What follows belongs to an exercise in optimizing a design on an open flow for small area; a production flow would make more cautious choices.
Only simulation tests tie the RTL to the original design; equivalence was not proved.
Power and IR drop assume default switching activity.

==> inputs of cedar <==
## ow_engine
module ow_engine (
    input  wire        clk,
    input  wire        rst,
    input  wire        op_valid,
    input  wire [7:0]  op_code,
    output wire        op_ready,
    input  wire        u_bit,
    input  wire [7:0]  u_byte,
    input  wire [3:0]  u_len,
    input  wire [63:0] u_bytes,
    input  wire [63:0] u_id,
    output wire        done,
    output reg         r_bool,
    output reg  [7:0]  r_byte,
    output reg  [63:0] r_id,
    output reg         presence,
    output reg  [31:0] disc_count,
    output wire        dq_drive,
    input  wire        dq_in
);
    localparam S_IDLE = 4'b0000;
    localparam S_FIN  = 4'b0001;    
    localparam S_CRCB = 4'b0010;    
    localparam S_CRCC = 4'b0011;    
    localparam S_RP   = 4'b0100;    
    localparam S_SRST = 4'b0101;    
    localparam S_WRST = 4'b0110;    
    localparam S_RBIT = 4'b1000;    
    localparam S_RB   = 4'b1001;    
    localparam S_SR1  = 4'b1010;    
    localparam S_SR2  = 4'b1011;    
    localparam S_WB   = 4'b1100;    
    localparam S_SF0  = 4'b1101;    
    localparam S_SW   = 4'b1110;    
    localparam S_WS   = 4'b1111;    
    reg  [3:0]  st;
    reg  [9:0]  cnt;     
    reg         dq;
    reg         wbit;    
    reg  [63:0] d;
    reg  [6:0]  k;       
    reg  [6:0]  ld;
    reg  [6:0]  lz;      
    reg         b1;      
    reg         rst_d;   
    wire idle  = (st[3:1] == 3'b000);
    wire crc   = (st[3:1] == 3'b001);
    wire s_rst = (st[3:2] == 2'b01);
    wire s_rd  = (st[3:2] == 2'b10);
    wire s_wr  = (st[3:2] == 2'b11);
    assign op_ready = idle;
  ...
clock: 12.0 ns
lec_check: 0
cap_margin: 20
core_margin: 2
core_utilization: 55
slew_margin: 20
synth_hierarchical: 1
synth_minimum_keep_size: 0
standard.sh (not shown) runs the stock make flow with config.mk's settings and CLKGATE_MAP_FILE= SYNTH_SCRIPT=/design/flow/synth_recipe.tcl, a recipe that flattens the netlist after the stock synthesis.
==> flow/flow/run.sh <==
#!/bin/bash
# The standard layout (standard.sh), with two changes to how the layout
# is made: the port buffers are the smallest buffer cell, and the clock tree
# is built from clkbuf_8 clusters without dummy balancing loads.
set -o pipefail
export BUFFER_PORTS_ARGS="-buffer_cell sky130_fd_sc_hd__buf_1"
export CTS_ARGS="-sink_clustering_enable -repair_clock_nets -dont_use_dummy_load -buf_list sky130_fd_sc_hd__clkbuf_8 -sink_clustering_size 15 -sink_clustering_max_diameter 50"
bash standard.sh > standard.log 2>&1
==> quartz: changes against cedar <==
--- a/flow/design.v
+++ b/flow/design.v
@@ -47,16 +47,17 @@
     reg  [9:0]  cnt;     
     reg         dq;
     reg         wbit;    
     reg  [63:0] d;
     reg  [6:0]  k;       
     reg  [6:0]  ld;
     reg  [6:0]  lz;      
     reg         b1;      
+    reg         pre;     
     reg         rst_d;   
     wire idle  = (st[3:1] == 3'b000);
     wire crc   = (st[3:1] == 3'b001);
     wire s_rst = (st[3:2] == 2'b01);
     wire s_rd  = (st[3:2] == 2'b10);
     wire s_wr  = (st[3:2] == 2'b11);
     assign op_ready = idle;
     assign done     = (st == S_FIN);
@@ -84,17 +85,18 @@
         if (i[4:3] == 2'b01)      wsbit = ~i[1];
         else if (i[4:3] == 2'b11) wsbit = ~i[0] | (&i[2:0]);
         else                      wsbit = i[1];
     endfunction
     wire ws_id  = |kinc[6:5];                                 
     wire ws_rst = ((k[6:4] == 3'b000) & (&k[3:0])) | (k[6] & (&k[4:0]));    
     wire srdisc = ~b1 & ~dq_in;
     wire srboth = b1 & dq_in;
-    wire srdir  = srdisc ? ((k < ld) ? d[0] : (k == ld)) : b1;
+    wire sreq   = (k == ld);
+    wire srdir  = srdisc ? (sreq | (pre & d[0])) : b1;
     wire srok   = (st == S_SW) & last & k[6] & k7;    
     reg  [3:0] st_n;
     reg        go, wb_n;
     always @(*) begin
         st_n = st;
         go   = 1'b0;
         wb_n = 1'b0;
         case (st)
@@ -180,16 +182,20 @@
         if (smp & (st == S_SR1))
             b1 <= dq_in;
         if (acc)
             k <= {op_code[4] ? 4'b0000 : op_code[0] ? 4'b0111 : ~u_len,
                   {3{~op_code[4] | (op_code[3:0] == 4'h1)}}};
         else if ((crc & ~crc_end) | (last & st[3] & (st != S_RBIT) & (st != S_SR1) & (st != S_SR2)))
             k <= kinc;
         if (acc)
+            pre <= |ld[6:3];
+        else if ((st == S_SR2) & smp & sreq)
+            pre <= 1'b0;
+        if (acc)
             lz <= 7'b1100000;
         else if ((st == S_SR2) & smp & srdisc & ~srdir)
             lz <= k;
         if (rst) begin
             r_bool   <= 1'b0;
             presence <= 1'b0;
             ld       <= 7'd0;
         end else begin
==> amber: changes against cedar <==
--- a/flow/design.v
+++ b/flow/design.v
@@ -47,32 +47,33 @@
     reg  [9:0]  cnt;     
     reg         dq;
     reg         wbit;    
     reg  [63:0] d;
     reg  [6:0]  k;       
     reg  [6:0]  ld;
     reg  [6:0]  lz;      
     reg         b1;      
+    reg         pre;     
     reg         rst_d;   
     wire idle  = (st[3:1] == 3'b000);
     wire crc   = (st[3:1] == 3'b001);
     wire s_rst = (st[3:2] == 2'b01);
     wire s_rd  = (st[3:2] == 2'b10);
     wire s_wr  = (st[3:2] == 2'b11);
     assign op_ready = idle;
     assign done     = (st == S_FIN);
     assign dq_drive = dq;
     wire acc = op_valid & idle & ~rst;
     wire last_rst  = ~cnt[9] & ~cnt[8] & ~cnt[7] & ~cnt[6] & ~cnt[5] & cnt[4] & ~cnt[3] & cnt[2] & cnt[1] & cnt[0];   
     wire last_slot = cnt[9] & cnt[6] & cnt[3] & cnt[1];                                               
     wire off_rst   = cnt[9] & cnt[6] & cnt[5] & ~cnt[4] & ~cnt[3] & ~cnt[2] & cnt[1] & ~cnt[0];     
     wire off_w0    = cnt[9] & cnt[3] & ~cnt[1] & cnt[0];                                              
     wire off_sh    = cnt[4];                                                                          
-    wire smp_rst   = ~cnt[8] & ~cnt[7] & ~cnt[6] & ~cnt[4] & cnt[3] & cnt[2] & cnt[1] & cnt[0];     
+    wire smp_rst   = cnt[9] & ~cnt[8] & ~cnt[7] & ~cnt[6] & ~cnt[5] & ~cnt[4] & cnt[3] & cnt[2] & cnt[1] & cnt[0];   
     wire smp_rd    = cnt[8] & cnt[3] & cnt[1] & ~cnt[0];                                              
     wire last = s_rst ? last_rst : st[3] & last_slot;
     wire smp  = s_rst ? smp_rst : s_rd & smp_rd;
     wire off  = s_rst ? off_rst : (s_wr & ~wbit) ? off_w0 : off_sh;
     wire smpv = s_rst ? ~dq_in : dq_in;    
     wire [6:0] kinc = k + 7'd1;
     wire       k7   = &k[2:0];
     wire       kend = &k;
@@ -84,17 +85,18 @@
         if (i[4:3] == 2'b01)      wsbit = ~i[1];
         else if (i[4:3] == 2'b11) wsbit = ~i[0] | (&i[2:0]);
         else                      wsbit = i[1];
     endfunction
     wire ws_id  = |kinc[6:5];                                 
     wire ws_rst = ((k[6:4] == 3'b000) & (&k[3:0])) | (k[6] & (&k[4:0]));    
     wire srdisc = ~b1 & ~dq_in;
     wire srboth = b1 & dq_in;
-    wire srdir  = srdisc ? ((k < ld) ? d[0] : (k == ld)) : b1;
+    wire sreq   = (k == ld);
+    wire srdir  = srdisc ? (sreq | (pre & d[0])) : b1;
     wire srok   = (st == S_SW) & last & k[6] & k7;    
     reg  [3:0] st_n;
     reg        go, wb_n;
     always @(*) begin
         st_n = st;
         go   = 1'b0;
         wb_n = 1'b0;
         case (st)
@@ -180,16 +182,20 @@
         if (smp & (st == S_SR1))
             b1 <= dq_in;
         if (acc)
             k <= {op_code[4] ? 4'b0000 : op_code[0] ? 4'b0111 : ~u_len,
                   {3{~op_code[4] | (op_code[3:0] == 4'h1)}}};
         else if ((crc & ~crc_end) | (last & st[3] & (st != S_RBIT) & (st != S_SR1) & (st != S_SR2)))
             k <= kinc;
         if (acc)
+            pre <= |ld[6:3];
+        else if ((st == S_SR2) & smp & sreq)
+            pre <= 1'b0;
+        if (acc)
             lz <= 7'b1100000;
         else if ((st == S_SR2) & smp & srdisc & ~srdir)
             lz <= k;
         if (rst) begin
             r_bool   <= 1'b0;
             presence <= 1'b0;
             ld       <= 7'd0;
         end else begin
CORE_UTILIZATION = 70   (was 55)
==> impl_summary.log <==
[metrics] run status: complete, no violations
[metrics] Inverters, non-clock: 17
[metrics] Post-synth top cells: dfxtp_1 (128), nand2_1 (100), edfxtp_1 (81)
[metrics] number of vias in the routed layout: 7743
[metrics] starting density of the core: 55.56%
[metrics] Crit. path cell count: 38
[metrics] met2 usage: 45.16%
[metrics] die area: 17620 µm²
[metrics] Worst Min Path Start: d[55]
[metrics] area fraction in compound gates after synthesis: 20.14%
[metrics] Global Route Usage Sum: 27.12%
[metrics] sequential share of power: 62.5%
[metrics] final-layout worst hold slack: 0.4382 ns
[metrics] Core Box Area: 16410 µm²
[metrics] number of enable-type register cells in the synthesized netlist: 81
the above is filed under cedar

==> impl_summary.log <==
[metrics] Inverters, non-clock: 11
[metrics] met2 usage: 46.26%
[metrics] starting density of the core: 56.62%
[metrics] area fraction in compound gates after synthesis: 19.80%
[metrics] Core Box Area: 16000 µm²
[metrics] fin worst setup slack: 2.680 ns
[metrics] run status: complete, no violations
[metrics] Crit. path cell count: 37
[metrics] Global Route Usage Sum: 27.44%
[metrics] number of enable-type register cells in the synthesized netlist: 82
[metrics] sequential share of power: 62.1%
[metrics] final-layout worst hold slack: 0.4420 ns
[metrics] Worst Min Path Start: d[25]
[metrics] Post-synth top cells: dfxtp_1 (128), nand2_1 (94), edfxtp_1 (82)
the above is filed under quartz

==> impl_summary.log <==
[metrics] run status: complete, no violations
[metrics] sequential share of power: 62.6%
[metrics] Worst Min Path Start: d[35]
[metrics] Global Route Usage Sum: 35.42%
[metrics] Core Box Area: 12620 µm²
[metrics] PnR Total Power: 1354 µW
[metrics] Post-synth top cells: dfxtp_1 (128), nand2_1 (95), edfxtp_1 (82)
[metrics] number of enable-type register cells in the synthesized netlist: 82
[metrics] final-layout worst hold slack: 0.4337 ns
[metrics] drt drc: 0
[metrics] number of vias in the routed layout: 8111
[metrics] Inverters, non-clock: 11
[metrics] starting density of the core: 71.95%
[metrics] area fraction in compound gates after synthesis: 19.75%
[metrics] Crit. path cell count: 37
the above is filed under amber

## what the ideal ports hide
The results above use ideal ports. As a check the final layouts listed here were re-extracted and re-timed, cells and wires unchanged.
Step 1 (the two cells are an assumption about what drives the block):
set clk [get_ports {clk}]
set_driving_cell -lib_cell sky130_fd_sc_hd__clkbuf_16 $clk
set_driving_cell -lib_cell sky130_fd_sc_hd__buf_2 [delete_from_list [all_inputs] $clk]
Step 2 moves the port delays by t, midway between the first and last clock arrival at a register: inputs arrive t later, outputs are due t later. That takes back most of the time a late clock gives input paths.
Slacks: no drivers / after step 1 / after step 2; pairs: no drivers / after step 1.
| run | t (ns) | setup WS [ns] | latest minus earliest clock arrival (ns) | slew at the worst register clock pin (ns) |
|---|---|---|---|---|
| cedar | 0.538 | 2.755 / 2.774 / 2.236 | 0.038 / 0.038 | 0.09 / 0.09 |
| quartz | 0.545 | 2.680 / 2.697 / 2.152 | 0.062 / 0.062 | 0.10 / 0.10 |
| amber | 0.542 | 2.301 / 2.317 / 1.774 | 0.057 / 0.057 | 0.09 / 0.09 |
After both steps setup and hold are still met in every run listed. For quartz, which loses most, drivers alone change the setup slack by +0.017 ns; drivers and shift together by -0.528 ns.
